What follows belongs to an exercise in optimizing a design on an open flow for small area, a short achievable clock period and few clock cycles per item; a production flow would make more cautious choices.
The RTL of this run was laid out without a check of its function.
No activity file was given, so power comes from the tool's default toggle rates.

===== run.sh =====
#!/bin/bash
# synth_recipe.tcl (not shown) runs the flow's synth.tcl, then flattens the netlist and writes it again
# the make line also repeats each setting of config.mk as NAME=value (left out here)
make -C /OpenROAD-flow-scripts/flow DESIGN_CONFIG=/design/flow/config.mk WORK_HOME=/design/flow/orfs CLKGATE_MAP_FILE= SYNTH_SCRIPT=/design/flow/synth_recipe.tcl finish

===== config.mk =====
export PLATFORM = sky130hd
export DESIGN_NAME = magicgen
export DESIGN_NICKNAME = magicgen
export VERILOG_FILES = /design/flow/design.v
export SDC_FILE = /design/flow/constraint.sdc
export NUM_CORES = 4
export LEC_CHECK = 0
export CAP_MARGIN = 20
export CORE_MARGIN = 2
export CORE_UTILIZATION = 40
export PLACE_DENSITY = 0.6
export SLEW_MARGIN = 20

===== constraint.sdc =====
create_clock -name core_clock -period 20.0 [get_ports {clk}]
set_input_delay 4.0000 -clock core_clock [delete_from_list [all_inputs] [get_ports {clk}]]
set_output_delay 4.0000 -clock core_clock [all_outputs]
set_load 0.01 [all_outputs]

===== design.v =====
module magicgen (
    input  wire         clk,
    input  wire         rst,
    input  wire         cmd_valid,
    output wire         cmd_ready,
    input  wire [129:0] cmd_word,
    output wire         rsp_valid,
    input  wire         rsp_ready,
    output wire [40:0]  rsp_word
);
    localparam [1:0] OP_MUL32  = 2'd0;
    localparam [1:0] OP_SMAGIC = 2'd1;
    localparam [1:0] OP_UMAGIC = 2'd2;
    localparam [1:0] OP_MODINV = 2'd3;
    reg s_idle, s_start, s_pha, s_init, s_phb, s_loop, s_resp;
    reg [1:0]  op;
    reg        rng_ok;      
    reg        neg;
    reg [31:0] dv;          
    reg [31:0] nc;          
    reg [31:0] q2;          
    reg        af;          
    reg [31:0] r2;
    reg [32:0] q1;          
    reg [31:0] r1;
    reg [1:0]  cc;          
    reg [6:0]  p;
    reg [1:0]  o_st;
    reg        o_add;
    reg [5:0]  o_sh;
    assign cmd_ready = s_idle;
    assign rsp_valid = s_resp;
    assign rsp_word  = {o_st, o_add, o_sh, q2};
    wire is_s = (op == OP_SMAGIC);
    wire is_u = (op == OP_UMAGIC);
    wire is_m = (op == OP_MUL32);
    wire is_i = (op == OP_MODINV);
    wire        st_neg = is_s & dv[31];
    wire [31:0] st_a   = st_neg ? ~dv : dv;
    wire [31:0] st_b   = (is_m | is_i) ? {dv[30:0], 1'b0} : 32'h0;
    wire [31:0] st_sum = st_a + st_b + {31'h0, st_neg};
    wire [31:0] sm0 = st_sum | (st_sum >> 1);
    wire [31:0] sm1 = sm0 | (sm0 >> 2);
    wire [31:0] sm2 = sm1 | (sm1 >> 4);
    wire [31:0] sm3 = sm2 | (sm2 >> 8);
    wire [31:0] smr = sm3 | (sm3 >> 16);
    wire [31:0] lead = smr ^ {1'b0, smr[31:1]};
    reg  [4:0]  st_L;
    integer k;
    always @(*) begin
        st_L = 5'd0;
        for (k = 0; k < 32; k = k + 1)
            if (lead[k]) st_L = st_L | k[4:0];
    end
    wire st_s_degen = (dv == 32'h0) || (dv == 32'h1) || (dv == 32'hFFFFFFFF);
    wire st_u_degen = (dv == 32'h0) || (dv == 32'h1);
    wire [32:0] l2_a1 = {r2, is_u};
    wire [33:0] l2_d1 = {1'b0, l2_a1} - {2'b0, dv};
    wire        l2_b1 = ~l2_d1[33];
    wire [31:0] r2_1  = l2_b1 ? l2_d1[31:0] : l2_a1[31:0];
    wire [31:0] q2_1  = {q2[30:0], l2_b1};
    wire [32:0] l2_a2 = {r2_1, is_u};
    wire [33:0] l2_d2 = {1'b0, l2_a2} - {2'b0, dv};
    wire        l2_b2 = ~l2_d2[33];
    wire [31:0] r2_2  = l2_b2 ? l2_d2[31:0] : l2_a2[31:0];
    wire [31:0] q2_2  = {q2_1[30:0], l2_b2};
    wire        div1 = s_phb;
    function [1:0] inv_dig(input [1:0] r, input d1);
        inv_dig = {r[1] ^ (r[0] & d1), r[0]};
    endfunction
    wire [1:0]  j1   = is_i ? inv_dig(r1[1:0], dv[1]) : q1[1:0];
    reg  [31:0] mul1;
    always @(*) case (j1)
        2'd0: mul1 = 32'h0;
        2'd1: mul1 = dv;
        2'd2: mul1 = {dv[30:0], 1'b0};
        default: mul1 = nc;
    endcase
    wire [32:0] l1_a1 = div1 ? {r1, 1'b0} : {1'b0, r1};
    wire [32:0] l1_bb1 = div1 ? {1'b0, nc} : {1'b0, mul1};
    wire        l1_sub = div1 | is_i;
    wire [33:0] l1_s1 = {1'b0, l1_a1} + {1'b0, l1_sub ? ~l1_bb1 : l1_bb1} + {33'h0, l1_sub};
    wire        l1_b1 = l1_s1[33];             
    wire [31:0] r1_1  = div1 ? (l1_b1 ? l1_s1[31:0] : l1_a1[31:0])
                             : {2'b00, l1_s1[31:2]};
    wire [32:0] q1_1  = {q1[31:0], l1_b1};
    wire [1:0]  o1    = is_i ? j1 : l1_s1[1:0];
    wire [1:0]  j2   = is_i ? inv_dig(r1_1[1:0], dv[1]) : q1[3:2];
    reg  [31:0] mul2;
    always @(*) case (j2)
        2'd0: mul2 = 32'h0;
        2'd1: mul2 = dv;
        2'd2: mul2 = {dv[30:0], 1'b0};
        default: mul2 = nc;
    endcase
    wire [32:0] l1_a2 = div1 ? {r1_1, 1'b0} : {1'b0, r1_1};
    wire [32:0] l1_bb2 = div1 ? {1'b0, nc} : {1'b0, mul2};
    wire [33:0] l1_s2 = {1'b0, l1_a2} + {1'b0, l1_sub ? ~l1_bb2 : l1_bb2} + {33'h0, l1_sub};
    wire        l1_b2 = l1_s2[33];
    wire [31:0] r1_2  = div1 ? (l1_b2 ? l1_s2[31:0] : l1_a2[31:0])
                             : {2'b00, l1_s2[31:2]};
    wire [32:0] q1_2  = {q1_1[31:0], l1_b2};
    wire [1:0]  o2    = is_i ? j2 : l1_s2[1:0];
    wire [34:0] c0 = {2'b0, q1} + {3'b0, r2} + {33'h0, cc};
    wire        stop0 = (p != 7'd31) && (c0 > {3'b0, dv});
    wire [34:0] c1 = {2'b0, q1_1} + {3'b0, r2_1} + {33'h0, cc};
    wire        stop1 = (is_u && p == 7'd63) || (c1 > {3'b0, dv});
    wire [31:0] q2_inc = q2 + 32'd1;
    wire [31:0] val0   = neg ? ~q2 : q2_inc;
    wire [31:0] q2_1i  = l2_b1 ? {q2_inc[30:0], 1'b0} : {q2[30:0], 1'b1};
    wire [31:0] val1   = neg ? ~q2_1 : q2_1i;
    wire        af_1   = af | q2[31];
    wire        af_2   = af_1 | q2[30];
    wire [6:0]  sh0    = p - 7'd32;
    wire [6:0]  sh1    = p - 7'd31;
    wire [31:0] in_inc = r2 + 32'd1;
    wire        in_eq  = (in_inc == dv);
    wire        s_sp   = neg & in_eq;                   
    wire        s_q2b  = ~s_sp & (r2 == 32'h3FFFFFFF);  
    wire [31:0] s_anc  = s_sp ? 32'h80000000 : {1'b0, ~r2[30:0]};
    wire [31:0] u_m31  = in_eq ? 32'h0 : in_inc;
    wire [32:0] u_dbl  = {u_m31, 1'b0};
    wire [33:0] u_df   = {1'b0, u_dbl} - {2'b0, dv};
    wire [31:0] u_m32  = u_df[33] ? u_dbl[31:0] : u_df[31:0];
    wire [31:0] u_nc   = ~u_m32;
    wire        u_z    = (u_m32 == 32'h7FFFFFFF);
    always @(posedge clk) begin
        if (rst) begin
            s_idle <= 1'b1; s_start <= 1'b0; s_pha <= 1'b0; s_init <= 1'b0;
            s_phb <= 1'b0; s_loop <= 1'b0; s_resp <= 1'b0;
        end else begin
            if (s_idle) begin
                op     <= cmd_word[129:128];
                dv     <= cmd_word[31:0];
                q1     <= {1'b0, cmd_word[95:64]};
                rng_ok <= (cmd_word[63:32] == 32'h0) || (cmd_word[63:31] == {33{1'b1}});
                if (cmd_valid) begin
                    s_idle  <= 1'b0;
                    s_start <= 1'b1;
                end
            end
            if (s_start) begin
                s_start <= 1'b0;
                o_st  <= 2'd0;
                o_add <= 1'b0;
                o_sh  <= 6'd0;
                p     <= 7'd0;
                if (is_m || (is_i && rng_ok && dv[0])) begin
                    nc     <= st_sum;
                    r1     <= is_i ? 32'd1 : 32'd0;
                    s_loop <= 1'b1;
                end else if (!rng_ok || (is_i && !dv[0]) ||
                             (is_s && st_s_degen) || (is_u && st_u_degen)) begin
                    o_st   <= !rng_ok ? 2'd1 : is_i ? 2'd3 : 2'd2;
                    q2     <= 32'h0;
                    s_resp <= 1'b1;
                end else begin
                    neg <= st_neg;
                    dv  <= st_sum;
                    q2  <= 32'h0;
                    af  <= 1'b0;
                    if (is_s) begin
                        r2 <= {1'b0, smr[31:1]} ^ {2'b0, smr[31:2]};
                        p  <= {2'b0, st_L} - 7'd1;
                    end else begin
                        r2 <= {1'b0, smr[31:1]};
                        p  <= {2'b0, st_L};
                    end
                    if (is_u && dv[31]) s_init <= 1'b1;
                    else                s_pha  <= 1'b1;
                end
            end
            if (s_pha) begin
                if (p == 7'd30) begin
                    r2 <= r2_1; q2 <= q2_1; af <= af_1;
                    p  <= 7'd31;
                    s_pha <= 1'b0; s_init <= 1'b1;
                end else begin
                    r2 <= r2_2; q2 <= q2_2; af <= af_2;
                    p  <= p + 7'd2;
                    if (p == 7'd29) begin s_pha <= 1'b0; s_init <= 1'b1; end
                end
            end
            if (s_init) begin
                s_init <= 1'b0;
                s_phb  <= 1'b1;
                if (is_s) begin
                    nc <= s_anc;
                    q1 <= s_q2b ? 33'd2 : 33'd1;
                    r1 <= (s_sp | s_q2b) ? 32'h0 : in_inc;
                    cc <= {1'b0, ~(s_sp | s_q2b)};
                end else begin
                    nc <= u_nc;
                    q1 <= u_z ? 33'd1 : 33'd0;
                    r1 <= u_z ? 32'h0 : 32'h80000000;
                    cc <= u_z ? 2'd1 : 2'd2;
                end
            end
            if (s_phb) begin
                r1 <= r1_2; q1 <= q1_2;
                r2 <= r2_2; q2 <= q2_2; af <= af_2;
                p  <= p + 7'd2;
                if (stop0) begin
                    q2    <= val0;
                    o_add <= is_u & af;
                    o_sh  <= sh0[5:0];
                    s_phb <= 1'b0; s_resp <= 1'b1;
                end else if (stop1) begin
                    q2    <= val1;
                    o_add <= is_u & af_1;
                    o_sh  <= sh1[5:0];
                    s_phb <= 1'b0; s_resp <= 1'b1;
                end
            end
            if (s_loop) begin
                r1 <= r1_2;
                q1 <= {4'h0, q1[32:4]};
                q2 <= {o2, o1, q2[31:4]};
                p  <= p + 7'd1;
                if (p == 7'd7) begin s_loop <= 1'b0; s_resp <= 1'b1; end
            end
            if (s_resp && rsp_ready) begin
                s_resp <= 1'b0;
                s_idle <= 1'b1;
            end
        end
    end
endmodule

==> summary.txt <==
Timing
  • Fin. max-slew vios: 0
  • RSZ-0062 raised after global routing: false
  • Setup TNS: 0 ns
  • Clock Skew: 0.02721 ns
  • Slew of the pin with the lowest slew margin: 1.109 ns
  • Hold_ws: 0.5591 ns
  • Final hold violation count: 0
  • Fin crit share: 66.22%
  • Final setup vio count: 0
  • Slew Limit Headroom: 25.05%
  • Fmax: 75.50 MHz
  • Tmin final: 13.24 ns

Global route
  • Vias in the first global route: 32,320
  • All-layer global routing usage: 28.09%
  • Grt total ovfl: 0
  • Largest net degree at the start of global routing: 82
  • Antenna violations before repair: 2
  • First-pass GRT wire length: 195.7 mm

CTS
  • CTS tree: built
  • CTS HTree Levels: 1
  • # Post-CTS Setup Buffers: 0
  • # hold bufs at CTS: 0
  • Root Buffer: clkbuf_16
  • Maximum clock path buffer count: 3
  • Worst-Skew Late Latency: 0.62 ns
  • Post_cts resized: 0
  • CTS sink count: 223
  • TritonCTS Buffers: 31
  • Clock slew at reported path FFs: 0.06 ns

Worst setup path
  • Reg2reg path depth: 49
  • Crit start category: flop
  • Worst R2R Start: op[0]
  • FF-to-FF End: q2[28]
  • Most used cell, CP: a21oi_1
  • Required @ worst endpoint: 20.37 ns
  • Flop-to-flop setup slack: 6.76 ns
  • WP data arrival: 13.62 ns
  • Slowest-stage cell, CP: clkinv_1
  • Critical path type: flop to flop
  • Worst setup EP type: flop
  • Max stage delay on crit path: 0.68 ns
  • Crit path max fanout: 59
  • Crit path from: op[0]

Placement
  • Detailed-placement wirelength estimate: 103.3 mm
  • GPL Wtd Cong: 1.008
  • # port buffers: 144
  • Post-place instance area: 37,130 um^2

Hold path
  • Hold EP: s_resp
  • Min-delay worst type: flop to flop
  • Min-delay src: s_resp
  • Hold Path Depth: 1

Logic synthesis
  • Synth area leaders: edfxtp_1 (19%), ha_1 (14%), xnor2_1 (7.4%), a21oi_1 (5.4%), nor2_1 (4.8%)
  • Synthesized Nets: 5,004
  • Post-Syn Area: 34,630 um^2
  • Synth top area share: 18.73%
  • Most common cell in the netlist: nor2_1
  • Seq cells post-synth: 223
  • Syn avg cell area: 7.743 um^2
  • Async S/R FF share, synth: 0%
  • Top post-synthesis cells by count: nor2_1 (447), nand2_1 (389), ha_1 (386), a21oi_1 (375), o21ai_0 (326)
  • EDFF count, synth: 216
  • Seq/Total Area, Yosys: 19.14%
  • Yosys top cell by area: edfxtp_1
  • Main synth FF type: edfxtp_1
  • Post-synthesis cell count: 4,472
  • Yosys warns: 1
  • Distinct cells, synth: 95

Route
  • Iter 0 DRT Violations: 3,949
  • Mean routed wirelength per cell: 23.26 um
  • Vias: 34,930
  • ANT nets after route: 0
  • Vias per cell: 6.225
  • # DRC: 0
  • Routed WL: 130.5 mm
  • First drt pass iteration count: 10

Final layout
  • Share of cells above drive strength 1: 5.935%
  • Area Growth Syn to Fin: 10.20%
  • Layout Nets: 4,973
  • Post-Layout Inst Area: 38,160 um^2
  • Post-layout util: 44.68%

Floorplanning
  • Initial Util: 40.54%
  • Die Y: 298.2 um
  • I/O pins: 177
  • Core area: 85,410 um^2
  • Die X: 298.2 um
  • Die area: 88,940 um^2
  • Rows: 107

Power and ir drop
  • Leak: 15.40 nW
  • Max VDD drop: 0.06457 mV
  • Pwr/cell area: 81.25 nW/um^2

Job
  • Maximum capacitance violations: 0

Run status
  • Outcome: timing/DRC/antenna clean
==> layer usage <==
layer / GRT usage, % / share of wire, % / wire length, um / up-vias
met2: 44.19 / 44 / 57150 / 1469
met4: 7.095 / 2.6 / 3423 / 2
met5: 0 / 0.013 / 17 / -
met3: 2.983 / 8.3 / 10800 / 163
met1: 40.76 / 45 / 59100 / 16660
li1: - / - / - / 16630
==> per-stage QoR <==
step | setup slack (ns) | total power [mW] | instances
after detailed placement | 6.739 | 2.498 | 5552
after floorplan | 9.453 | 2.005 | 4472
final | 6.756 | 3.101 | 5611
after global placement | 6.898 | 2.484 | 5552
after global routing | 5.869 | 3.316 | 5609
after CTS | 6.725 | 3.074 | 5609
==> layout make-up <==
class | count | area, um^2
multi-input cells | 3803 | 26440
flip-flops and latches | 223 | 6636
fillers | 8785 | 47250
diodes | 2 | 5.005
well taps | 1144 | 1431
clock inverters | 18 | 190.2
inverters | 162 | 608.1
clock buffers | 39 | 835.8
repair buffers | 220 | 2012
==> cell usage in the layout (no fill, tap or decap), drive strengths merged, types with 18 or more instances in the layout <==
cell | netlist | layout
nor2 | 447 | 447
nand2 | 389 | 389
ha | 386 | 386
a21oi | 377 | 377
o21ai | 331 | 331
xnor2 | 293 | 293
edfxtp | 216 | 216
inv | 161 | 162
clkdlybuf4s50 | 0 | 144
a21o | 117 | 117
xor2 | 106 | 106
nand3 | 101 | 101
nor3 | 85 | 85
mux2i | 78 | 78
a22oi | 78 | 78
buf | 39 | 76
o221ai | 70 | 70
nand4 | 65 | 65
mux2 | 63 | 63
nor2b | 54 | 54
a222oi | 53 | 53
a211oi | 53 | 53
o21a | 51 | 51
a31oi | 51 | 51
and3 | 50 | 50
nand2b | 45 | 45
clkbuf | 245 | 39
nor4 | 38 | 38
and2 | 37 | 37
o21bai | 34 | 34
o211ai | 27 | 27
o22ai | 24 | 24
a21boi | 23 | 23
or3 | 22 | 22
or2 | 22 | 22
o31ai | 20 | 20
and4 | 18 | 18
==> logic make-up after synthesis <==
| logic type | Yosys count | synth area share (%) |
|---|---|---|
| AND/OR/NAND/NOR | 1410 | 19.16 |
| AO/OA/AOI/OAI | 1455 | 27.74 |
| buffers and inverters | 446 | 4.925 |
| multiplexers | 141 | 4.303 |
| XOR/XNOR | 399 | 10.09 |
| adder cells (fa/ha/maj) | 398 | 14.64 |
| flip-flops | 223 | 19.14 |
==> critical path, delay by kind of cell, from the launching register on <==
| kind | cells | cell delay (ns) |
|---|---|---|
| adders and majority gates | 6 | 1.72 |
| xor gates and xnor gates | 1 | 0.11 |
| DFF | 1 | 0.39 |
| AOI/OAI and AO/OA | 30 | 7.13 |
| buffers and inverters | 7 | 2.60 |
| and+or+nand+nor | 5 | 0.96 |
==> power by group <==
part,leakage (nW),switching (mW),internal (mW)
clock network,0.497,0.235,0.334
registers,2.08,0.0501,0.551
logic,12.8,1.16,0.768
total,15.4,1.45,1.65
==> worst max-delay path by stage <==
stage               endpoint  slack [ns]  depth (start not counted)
CTS                   q2[28]        6.72                         49
global placement      q2[28]        6.90                         49
floorplan            o_sh[2]        9.45                         50
finish                q2[28]        6.76                         49
detailed placement    q2[28]        6.74                         49
global route          q2[28]        5.87                         49
==> sequential cells by signal (all words and copies together), names as in the netlist, 6 cells and up <==
register / count
q1: 33
r1: 32
nc: 32
o_sh: 6
q2: 32
r2: 32
dv: 32
p: 7

-- port drivers added, routing unchanged --
How much do the figures lean on ideal ports? The routed layout below was timed once more, with nothing changed but the port constraints.
Step 1: set_driving_cell puts a clkbuf_16 on clk and a buf_2 on each other input, an assumption about the parent block.
Step 2, shift: input delay + t, output delay - t, t = (earliest + latest rising clock arrival at the registers) / 2. This alone moves slack from input paths to output paths.
a / b / c = no drivers / after step 1 / after step 2; a / b = the first two.
t, ns: 0.674
slack for setup (ns): 6.756 / 6.756 / 6.756
worst register clock-pin slew, ns: 0.07 / 0.07
worst slew at a driven data input, ns: 0.06
pins driven straight from the clock port: 1
After both steps this run still meets setup and hold. The setup slack of this run moves by 0.000 ns with the drivers and by 0.000 ns with both steps.
